Source: an optimization exercise on an open RTL-to-GDS flow (aim: small area and few clock cycles per item). Production flows keep margins and buffers that such runs may drop. At most, simulation tests tie the RTL to the original design; equivalence was not proved. Power figures rest on the tool's default switching activity, not on a simulated workload.

north:
==> flow/design.v (excerpt) <==
module ax5031_qunit (
    input  wire        clk,
    input  wire        rst,
    input  wire        in_valid,
    output wire        in_ready,
    input  wire [31:0] in_v,
    output reg         out_valid,
    input  wire        out_ready,
    output wire [32:0] out_q
);
    wire [31:0] nv = ~in_v;
    wire [32:0] q;
    reg  [32:0] q_r;
    assign in_ready = !out_valid || out_ready;
    assign out_q    = q_r;
    always @(posedge clk) begin
        if (rst)
            out_valid <= 1'b0;
        else if (in_ready)
            out_valid <= in_valid;
        if (in_ready && in_valid)
            q_r <= q;
    end
    wire w1, w2;
    qha p3h1 (.a(in_v[1]), .b(in_v[0]), .s(w1), .co(w2));
    wire w3, w4;
    qfa p3f1 (.a(in_v[2]), .b(in_v[1]), .c(w2), .s(w3), .co(w4));
    wire w5, w6;
    qfa p3f2 (.a(in_v[3]), .b(in_v[2]), .c(w4), .s(w5), .co(w6));
    wire w7, w8;
    qfa p3f3 (.a(in_v[4]), .b(in_v[3]), .c(w6), .s(w7), .co(w8));
    wire w9, w10;
    qfa p3f4 (.a(in_v[5]), .b(in_v[4]), .c(w8), .s(w9), .co(w10));
    wire w11, w12;
    qfa p3f5 (.a(in_v[6]), .b(in_v[5]), .c(w10), .s(w11), .co(w12));
    wire w13, w14;
    qha p3h2 (.a(in_v[7]), .b(in_v[6]), .s(w13), .co(w14));
    wire w15, w16;
    qfa p3f6 (.a(in_v[8]), .b(in_v[7]), .c(w14), .s(w15), .co(w16));
    wire w17, w18;
    qfa p3f7 (.a(in_v[9]), .b(in_v[8]), .c(w16), .s(w17), .co(w18));
    wire w19, w20;
    qfa p3f8 (.a(in_v[10]), .b(in_v[9]), .c(w18), .s(w19), .co(w20));
    wire w21, w22;
    qfa p3f9 (.a(in_v[11]), .b(in_v[10]), .c(w20), .s(w21), .co(w22));
    wire w23, w24;
    qha p3h3 (.a(in_v[12]), .b(in_v[11]), .s(w23), .co(w24));
    wire w25, w26;
    qfa p3f10 (.a(in_v[13]), .b(in_v[12]), .c(w24), .s(w25), .co(w26));
    wire w27, w28;
    qfa p3f11 (.a(in_v[14]), .b(in_v[13]), .c(w26), .s(w27), .co(w28));
    wire w29, w30;
    qfa p3f12 (.a(in_v[15]), .b(in_v[14]), .c(w28), .s(w29), .co(w30));
    wire w31, w32;
    qfa p3f13 (.a(in_v[16]), .b(in_v[15]), .c(w30), .s(w31), .co(w32));
    wire w33, w34;
    qfa p3f14 (.a(in_v[17]), .b(in_v[16]), .c(w32), .s(w33), .co(w34));
    wire w35, w36;
    qha p3h4 (.a(in_v[18]), .b(in_v[17]), .s(w35), .co(w36));
    wire w37, w38;
    qfa p3f15 (.a(in_v[19]), .b(in_v[18]), .c(w36), .s(w37), .co(w38));
    wire w39, w40;
  ...
Settings: LEC_CHECK=0, CAP_MARGIN=20, CORE_MARGIN=2, CORE_UTILIZATION=40, CTS_BUF_LIST=sky130_fd_sc_hd__clkbuf_4, CTS_CLUSTER_DIAMETER=60, CTS_CLUSTER_SIZE=6, GPL_TIMING_DRIVEN=0, PLACE_DENSITY=0.6, SLEW_MARGIN=20, SYNTH_HIERARCHICAL=1, SYNTH_MINIMUM_KEEP_SIZE=0; clock period 10.0 ns.
standard.sh (not shown) runs the stock make flow with config.mk's settings and CLKGATE_MAP_FILE= SYNTH_SCRIPT=/design/flow/synth_recipe.tcl, a recipe that flattens the netlist after the stock synthesis.
==> flow/flow/run.sh <==
#!/bin/bash
# The standard layout (the standard.sh), with the ports buffered by the
# smallest buffer cell instead of ORFS's default choice.
set -euo pipefail
export BUFFER_PORTS_ARGS="-buffer_cell sky130_fd_sc_hd__buf_1"
bash standard.sh > standard_flow.log 2>&1
Looking at the reports, north completed the entire flow and the layout it produced met the timing, design-rule and antenna checks.
Testbench counts of north, summed over its fixed seeds: cycles 6,006, items 6,000.
Modified inputs, south compared to north
Settings: PLACE_DENSITY now 0.75, was 0.6; CORE_UTILIZATION now 55, was 40.
Results
Taking north as the reference, in south post-detailed-placement half-perimeter wirelength -about 1.3%, slew of the pin with the lowest slew margin -0.15 ns, floorplan die area -about 27%, global-route wire length before repair -700 um.
In the metrics for north and south, the one carrying the higher number of fill cells is north.
Compared with north, in south cell count along the critical path rose 4.8%; timing-limited maximum frequency grew by 1.2%; worst slew margin relative to its limit grew by 9.9 points; data arrival time of the critical path moved down.
On via count of the routed design, north beats south.
Relative to north, the number of instances in the placed design of south is lower by about 7%.

* * *

Setup of exp/indigo:
Another version of the RTL of ax5031_qunit (not shown whole).
Size: ~530 cells after synthesis.
==> flow/config.mk <==
export PLATFORM = sky130hd
export DESIGN_NAME = ax5031_qunit
export DESIGN_NICKNAME = ax5031_qunit
export VERILOG_FILES = /design/flow/design.v
export SDC_FILE = /design/flow/constraint.sdc
export NUM_CORES = 4
export LEC_CHECK = 0
export CAP_MARGIN = 20
export CORE_MARGIN = 2
export CORE_UTILIZATION = 40
export CTS_BUF_LIST = sky130_fd_sc_hd__clkbuf_4 sky130_fd_sc_hd__clkbuf_8
export GPL_TIMING_DRIVEN = 0
export PLACE_DENSITY = 0.6
export SLEW_MARGIN = 20
export SYNTH_HIERARCHICAL = 1
export SYNTH_MINIMUM_KEEP_SIZE = 0
==> flow/constraint.sdc <==
create_clock -name core_clock -period 10.0 [get_ports {clk}]
set_input_delay 2.0000 -clock core_clock [delete_from_list [all_inputs] [get_ports {clk}]]
set_output_delay 2.0000 -clock core_clock [all_outputs]
set_load 0.01 [all_outputs]
Scripts as last shown in full above: flow/flow/run.sh
Setup changes, exp/indigo to exp/juniper
- swapping sky130_fd_sc_hd__clkbuf_4 sky130_fd_sc_hd__clkbuf_8 for sky130_fd_sc_hd__clkbuf_8 in CTS_BUF_LIST
==> run summary <==
Relative to exp/indigo, length of routed wiring on met1 decreased by 0.41% in exp/juniper.
Summary of exp/juniper over exp/indigo: number of buffers created by CTS level, power level.
Antenna diode instance count came out exactly the same in exp/juniper and exp/indigo.
Changes observed in exp/juniper relative to exp/indigo: worst hold slack was more or less identical, shortest period the worst path allows was more or less identical, total routing resource utilization after global routing was more or less identical, number of inserted filler cells in the final layout was more or less identical, final clock period utilization by the worst path was more or less identical.
exp/indigo -> exp/juniper: count of vias placed by the detailed router flat
For exp/tundra, these inputs were changed with respect to exp/juniper:
- an added CTS_CLUSTER_SIZE of 6
- an added CTS_CLUSTER_DIAMETER of 60
- a change of CTS_BUF_LIST from sky130_fd_sc_hd__clkbuf_8 to sky130_fd_sc_hd__clkbuf_4
Findings:
- Changes observed in exp/tundra relative to exp/juniper: fraction of final layout cells sized beyond drive strength 1 increased 0.33 points; routing usage on met2 increased 0.34 points; number of filler instances in the final layout essentially unchanged.
- Relative to exp/juniper, signed area change from the synthesized netlist to the final layout has gone down in exp/tundra.
No run of this note included a check of the RTL's function; only the layout flow was run.

* * *

ax5031_qunit, a different RTL version from the one above (not shown whole).
Size: roughly 550 cells after synthesis, about 8400 µm² of cells after synthesis.
==> flow/config.mk <==
export PLATFORM = sky130hd
export DESIGN_NAME = ax5031_qunit
export DESIGN_NICKNAME = ax5031_qunit
export VERILOG_FILES = /design/flow/design.v
export SDC_FILE = /design/flow/constraint.sdc
export NUM_CORES = 4
export LEC_CHECK = 0
export CAP_MARGIN = 20
export CORE_MARGIN = 2
export CORE_UTILIZATION = 40
export PLACE_DENSITY = 0.6
export SLEW_MARGIN = 20
export SYNTH_HIERARCHICAL = 1
export SYNTH_MINIMUM_KEEP_SIZE = 0
==> flow/constraint.sdc <==
create_clock -name core_clock -period 10.0 [get_ports {clk}]
set_input_delay 2.0000 -clock core_clock [delete_from_list [all_inputs] [get_ports {clk}]]
set_output_delay 2.0000 -clock core_clock [all_outputs]
set_load 0.01 [all_outputs]
Scripts as last shown in full above: flow/flow/run.sh
Then changed:
CTS_BUF_LIST = sky130_fd_sc_hd__clkbuf_4   (was unset)
Effect: Sequential share of layout area rises by 0.10 points. Synthesized cell count stays the same. Via count rises by 0.46%. Routed wire length hardly moves. Sequential cell count is unchanged.
No functional check of the RTL was part of any run of this note.

* * *

## oak
Another version of the RTL of ax5031_qunit (not shown whole).
Size in the first run: about 550 cells after synthesis, roughly 71 I/O pins, ~8500 sq um of cells after synthesis.
clock: 10.0 ns
lec_check: 0
cap_margin: 20
core_margin: 2
core_utilization: 40
place_density: 0.6
slew_margin: 20
synth_hierarchical: 1
synth_minimum_keep_size: 0
run.sh (not shown) runs the stock make flow with config.mk's settings and CLKGATE_MAP_FILE= SYNTH_SCRIPT=/design/flow/synth_recipe.tcl, a recipe that flattens the netlist after the stock synthesis.
Stock flow here: none of the scripts above is used.
Input-level comparison between pine and oak:
==> flow/flow/run.sh (new file) <==
#!/bin/bash
# The standard layout (the standard.sh), with the ports buffered by the
# smallest buffer cell instead of ORFS's default choice.
set -euo pipefail
export BUFFER_PORTS_ARGS="-buffer_cell sky130_fd_sc_hd__buf_1"
bash standard.sh > standard_flow.log 2>&1
==> flow/standard.sh (new file) <==
#!/bin/bash
# synth_recipe.tcl (not shown) runs the flow's synth.tcl, then flattens the netlist and writes it again
# the make line also repeats each setting of config.mk as NAME=value (left out here)
make -C /OpenROAD-flow-scripts/flow DESIGN_CONFIG=/design/flow/config.mk WORK_HOME=/design/flow/orfs CLKGATE_MAP_FILE= SYNTH_SCRIPT=/design/flow/synth_recipe.tcl "${@:-finish}"
removed: flow/run.sh
Findings:
Layout overhead on the synthesized area sits lower in pine than in oak. Between pine and oak, it is pine whose cell count after placement is lower, by about 0.55%. Where final critical delay including setup and external delays is concerned, oak is outperformed by pine. oak -> pine: area of the multi-input gates delta 0, exact match. Between oak and pine, the worst path setup slack after routing is lower for oak. [compare] base=oak new=pine: wire length on met2 moved down; worst hold slack fell by 7.9 ps; total non-filler cell area in the finished layout fell by 470 sq um; clock power share comparable; final net count fell about 0.5%. When the final numbers for oak and pine were put side by side, the portion of the clock cycle consumed by the worst path in the final layout turned out to be greater in oak.
Function was not checked in any run of this note: the RTL went through the layout flow alone.

* * *

## run 1
Another version of the RTL of ax5031_qunit (not shown whole).
Size in the first run: roughly 560 cells after synthesis, ~71 I/O pins, about 7800 um^2 of cells after synthesis.
// ax5031_qunit
module ax5031_qunit (
    input  wire        clk,
    input  wire        rst,
    input  wire        in_valid,
    output wire        in_ready,
    input  wire [31:0] in_v,
    output reg         out_valid,
    input  wire        out_ready,
    output wire [32:0] out_q
);
    wire [31:0] nv = ~in_v;
    wire [32:0] q;
    reg  [32:0] q_r;
    assign in_ready = !out_valid || out_ready;
    assign out_q    = q_r;
    always @(posedge clk) begin
        if (rst)
            out_valid <= 1'b0;
        else if (in_ready)
            out_valid <= in_valid;
        if (in_ready && in_valid)
            q_r <= q;
    end
    wire w1, w2;
    qha p3h1 (.a(in_v[1]), .b(in_v[0]), .s(w1), .co(w2));
    wire w3, w4;
    qfa p3f1 (.a(in_v[2]), .b(in_v[1]), .c(w2), .s(w3), .co(w4));
    wire w5, w6;
    qfa p3f2 (.a(in_v[3]), .b(in_v[2]), .c(w4), .s(w5), .co(w6));
    wire w7, w8;
    qfa p3f3 (.a(in_v[4]), .b(in_v[3]), .c(w6), .s(w7), .co(w8));
    wire w9, w10;
    qha p3h2 (.a(in_v[5]), .b(in_v[4]), .s(w9), .co(w10));
    wire w11, w12;
    qfa p3f4 (.a(in_v[6]), .b(in_v[5]), .c(w10), .s(w11), .co(w12));
    wire w13, w14;
    qfa p3f5 (.a(in_v[7]), .b(in_v[6]), .c(w12), .s(w13), .co(w14));
    wire w15, w16;
    qfa p3f6 (.a(in_v[8]), .b(in_v[7]), .c(w14), .s(w15), .co(w16));
    wire w17, w18;
    qha p3h3 (.a(in_v[9]), .b(in_v[8]), .s(w17), .co(w18));
    wire w19, w20;
  ...
clock: 10.0 ns
lec_check: 0
cap_margin: 20
core_margin: 2
core_utilization: 40
cts_buf_list: sky130_fd_sc_hd__clkbuf_8
gpl_timing_driven: 0
place_density: 0.6
slew_margin: 20
synth_hierarchical: 1
synth_minimum_keep_size: 0
standard.sh (not shown) runs the stock make flow with config.mk's settings and CLKGATE_MAP_FILE= SYNTH_SCRIPT=/design/flow/synth_recipe.tcl, a recipe that flattens the netlist after the stock synthesis.
==> flow/flow/run.sh <==
#!/bin/bash
# The standard layout (the standard.sh), with the ports buffered by the
# smallest buffer cell instead of ORFS's default choice.
set -euo pipefail
export BUFFER_PORTS_ARGS="-buffer_cell sky130_fd_sc_hd__buf_1"
bash standard.sh > standard_flow.log 2>&1
Both conditions hold for run 1: the flow ran to the end and the final layout passed the timing, design-rule and antenna checks.
#### Input delta (run 2 over run 1)
- clearing GPL_TIMING_DRIVEN, which used to be 0
Notes after the runs:
Of run 1 and run 2, run 1 shows the lower combinational power, with run 2 above it.
Run 2 and run 1 ended up with roughly the same combinational power share.
The standard cells in run 2 occupy more silicon area than those in run 1 do.
Run 1 has lower count of nets after finishing than run 2.
Total power draw, run 1 and run 2, higher one = run 2.
No run of this note included a check of the RTL's function; only the layout flow was run.

[what the ideal ports hide]
Ports are ideal in the flow. The routed layouts listed here were re-timed in OpenROAD. Step 1 assumes that a clkbuf_16 drives the clock port and a buf_2 every other input. Step 2 adds t to the input delays and takes it off the output delays; t is the mean of the earliest and latest rising clock arrival at the registers after step 1. Input paths then give back, and output paths get back, about the clock's delay inside the block. Three values: no drivers, after step 1, after step 2; two values: the first two.
run | t (ns) | slack for setup (ns) | worst setup path after step 2
north | 0.356 | 0.302 / 0.316 / -0.040 | input to register
south | 0.364 | 0.421 / 0.423 / 0.058 | input to register
exp/indigo | 0.316 | 0.715 / 0.716 / 0.400 | input to register
exp/juniper | 0.316 | 0.714 / 0.716 / 0.400 | input to register
exp/tundra | 0.372 | 0.832 / 0.832 / 0.460 | input to register
the first run of note 3 | 0.316 | 1.535 / 1.543 / 1.227 | input to register
the second run of note 3 | 0.373 | 1.631 / 1.633 / 1.259 | input to register
oak | 0.315 | 1.181 / 1.193 / 0.878 | input to register
pine | 0.316 | 1.643 / 1.642 / 1.327 | input to register
run 1 | 0.316 | 0.605 / 0.607 / 0.291 | input to register
run 2 | 0.320 | 0.793 / 0.798 / 0.478 | input to register
Met with ideal ports but missed after step 2: setup timing in north.
